What follows belongs to an exercise in optimizing a design on an open flow for small area; a production flow would make more cautious choices. Function was checked by simulation only, so behaviour that the tests miss may differ from the original. No activity file was given, so power comes from the tool's default toggle rates.

Design sdb_pulse_block, start of the top module:
module sdb_pulse_block (
    input  wire        clk,
    input  wire        rst,
    input  wire        cmd_valid,
    input  wire [63:0] cmd,
    output wire [31:0] status,
    output wire [31:0] result,
    output wire [31:0] fault,
    output wire        bus_valid,
    output wire [1:0]  bus_op,
    output wire [15:0] bus_addr,
    output wire [7:0]  bus_wdata,
    input  wire        bus_done,
    input  wire        bus_err,
    input  wire [7:0]  bus_rdata,
    output wire        dly_valid,
    output wire [31:0] dly_ms,
    input  wire        dly_done,
    output wire [39:0] duty,
    output wire [3:0]  brake
);
clock: 50.0 ns
lec_check: 0
abc_area: 1
cap_margin: 20
core_margin: 2
core_utilization: 40
cts_buf_list: sky130_fd_sc_hd__clkbuf_8
cts_cluster_diameter: 60
cts_cluster_size: 20
slew_margin: 20
standard.sh (not shown) runs the stock make flow with config.mk's settings and CLKGATE_MAP_FILE= SYNTH_SCRIPT=/design/flow/synth_recipe.tcl, a recipe that flattens the netlist after the stock synthesis.
==> flow/flow/run.sh <==
#!/bin/bash
# Own layout flow: the standard flow (standard.sh), with one change in synthesis:
# the technology-mapping ABC call uses flow/area.abc (deeper AIG optimisation and
# area-oriented mapping) instead of ORFS's abc script. Everything else, including
# every register and its cell type, is exactly the standard synthesis.
# Clock tree synthesis runs without dummy loads, and the port buffers are buf_1.
set -euo pipefail
W=$(pwd)
F="$W/flow"
{
  head -n 1 "$W/synth_recipe.tcl"
  cat <<TCL
proc abc {args} {
  set i [lsearch -exact \$args -script]
  if {\$i >= 0} { set args [lreplace \$args [expr {\$i + 1}] [expr {\$i + 1}] $F/area.abc] }
  yosys abc {*}\$args
}
TCL
  tail -n +2 "$W/synth_recipe.tcl"
} > "$W/own_synth.tcl"
bash "$W/standard.sh" "SYNTH_SCRIPT=$W/own_synth.tcl" \
  "CTS_ARGS=-sink_clustering_enable -repair_clock_nets -buf_list sky130_fd_sc_hd__clkbuf_8 -sink_clustering_size 20 -sink_clustering_max_diameter 60 -dont_use_dummy_load" \
  "BUFFER_PORTS_ARGS=-buffer_cell sky130_fd_sc_hd__buf_1" \
  finish > "$W/standard_flow.log" 2>&1
==> flow/flow/area.abc <==
strash
ifraig
dc2
&get -n
&deepsyn -T 60
&put
dch -f
amap -m
topo
Rerun with:
--- a/flow/design.v
+++ b/flow/design.v
@@ -32,17 +32,17 @@
     reg [1:0]  tier, last;
     reg [3:0]  brk;
     reg [17:0] res;
     reg [9:0]  valL, valR;
     reg        hdL, hdR;
     reg [3:0]  op;
     reg        dir;
+    reg [1:0]  sel;
     reg [15:0] X;           
-    reg [11:0] L;           
-    wire [1:0] sel = L[9:8];
+    reg [15:0] L;           
     reg [6:0]  ic;          
     reg [3:0]  state;
     reg [17:0] Q;           
     reg [6:0]  r;           
     reg [3:0]  pos;
     reg        clr;
     reg [7:0]  ring [0:15];
@@ -72,15 +72,14 @@
             default:             legal = 1'b0;
         endcase
         legal = legal & zhi;
     end
     wire [15:0] cA = cmd[47:32];
     wire [3:0]  cA_ch = cA[15] ? 4'd0 : (|cA[14:4]) ? 4'd15 : cA[3:0];
     wire        c_chop = (c_op == 5'h02) | (c_op == 5'h03) | (c_op == 5'h09);
-    wire        c_zd    = (c_op == 5'h0A) | (c_op == 5'h10);
     wire        c_servo = (c_op == 5'h09) | (c_op == 5'h0A) | (c_op == 5'h0B) | (c_op == 5'h0C);
     wire o_enc   = (op == C_ENCODE);
     wire o_setof = (op == C_SET_OFFSET);
     wire o_get   = (op == C_GET_OFFSET);
     wire o_pers  = (op == C_PERSIST);
     wire o_rest  = (op == C_RESTORE);
     wire o_user  = (op == C_USER_READ) | (op == C_USER_WRITE);
@@ -190,15 +189,15 @@
             S_MW:    begin badr = mem_addr; bwd = L[7:0]; end
             default: ;
         endcase
     end
     wire bv = state[3] & ~(state[2] & state[1]);
     wire [1:0] bop = state[2] ? 2'd0 : state[1:0];
     wire dv = state[2] & state[1] & (state[3] | state[0]);
-    wire [31:0] dms = state[3] ? 32'd5 : {Q[15:0], brk, L};    
+    wire [31:0] dms = state[3] ? 32'd5 : {Q[15:0], L};
     assign bus_valid = busy & bv;
     assign bus_op    = bus_valid ? bop  : 2'd0;
     assign bus_addr  = bus_valid ? badr : 16'd0;
     assign bus_wdata = bus_valid ? bwd  : 8'd0;
     assign dly_valid = busy & dv;
     assign dly_ms    = dly_valid ? dms : 32'd0;
     wire [1:0] fkind = (bop == 2'd0) ? 2'd1 : (bop == 2'd3) ? 2'd3 : 2'd2;
@@ -211,15 +210,14 @@
     wire wen = busy & (state == S_WR) & at_tgt;
     wire [7:0] ring_in = wen ? L[7:0] : hl;
     integer i;
     always @(posedge clk) begin
         for (i = 0; i < 15; i = i + 1) ring[i] <= ring[i + 1];
         ring[15] <= ring_in;
     end
-    always @(posedge clk) r <= (state == S_CINIT) ? r_init : rn;
     always @(posedge clk) begin
         if (rst) begin
             pos <= 4'd0;
             clr <= 1'b1;
         end else begin
             pos <= pos + 4'd1;
             if (busy & (state == S_CLEAR) & at15) clr <= 1'b1;
@@ -252,20 +250,20 @@
                 if (flt) begin
                     res <= 18'd0; last <= 2'd3;
                 end else if (!legal) begin
                     res <= 18'd0; last <= 2'd1;
                 end else if (c_op == 5'h0F) begin
                     brk <= {4{c_dir}}; res <= 18'd0; last <= 2'd0;
                 end else begin
-                    if (c_op == 5'h0E) brk <= cmd[15:12];
                     busy <= 1'b1;
                     op   <= c_op[3:0];
                     dir  <= c_dir;
+                    sel  <= c_sel;
                     X    <= (c_op == 5'h09) ? cmd[31:16] : cA;
-                    L    <= {cmd[11:10], cmd[9:8] | (c_zd ? c_sel : 2'd0), cmd[7:0]} | {c_chop ? cA_ch : 4'd0, 8'd0};
+                    L    <= {cmd[15:12], cmd[11:8] | (c_chop ? cA_ch : 4'd0), cmd[7:0]};
                     Q[15:0] <= cmd[31:16];
                     ic   <= {5'd0, {2{c_servo & ~rdy}}};
                     case (c_op)
                         5'h01, 5'h0D, 5'h10: state <= S_CINIT;
                         5'h02:               state <= S_WR;
                         5'h03, 5'h05:        state <= S_RD;
                         5'h04:               state <= S_CLEAR;
@@ -276,18 +274,20 @@
                     endcase
                 end
             end
         end else begin
             case (state)
                 S_CINIT: begin
                     Q <= q_init;
+                    r <= r_init;
                     if (aligned) state <= S_CALC;
                 end
                 S_CALC: begin
                     Q <= q_step;
+                    r <= rn;
                     if (aligned) state <= md_e ? S_FIN : md_d ? S_D_APP : S_SV_LO;
                 end
                 S_FIN: finish(o_enc ? Q : {{10{L[7]}}, L[7:0]});
                 S_RD: if (at_tgt) begin
                     L[7:0] <= hl;
                     state <= o_get ? S_FIN : o_pers ? S_MW : S_CINIT;
                 end
Final area rises by 0.65%.
Die area rises by 1.2%.
Setup slack gets better by 0.027 ns.
Non-clock buffer count falls by 2.
Total power falls by 13%.
Clock-buffer cell count falls by 2.
Worst hold slack gets better by 0.021 ns.
Wire length barely changes.
Maximum frequency stays flat.
Via count rises by 0.50%.
Core utilization falls by 0.81 points.
Global-route usage falls by 0.57 points.
Register-to-register slack gets worse by 1.5 ns.
Sequential power stays flat.

port drivers added, routing unchanged:
The results above use ideal ports. As a check the final layouts listed here were re-extracted and re-timed, cells and wires unchanged. Step 1, drivers: a clkbuf_16 drives clk and a buf_2 each remaining input, both assumed. Step 2 times the ports against the registers' clock, not the clock port: input delays grow and output delays shrink by t, the midpoint of the rising clock arrivals with the driver on. Three values: ideal, step 1, step 2; two values: the first two.
| run | t, ns | setup slack, ns | cell pins on the clock port's net |
|---|---|---|---|
| the first run | 0.578 | 35.836 / 35.793 / 35.471 | 1 |
| the second run | 0.571 | 35.864 / 35.840 / 35.316 | 1 |
After both steps every run listed still meets setup and hold. The setup slack of the second run, which loses most, moves by -0.024 ns with the drivers and by -0.548 ns with both steps.
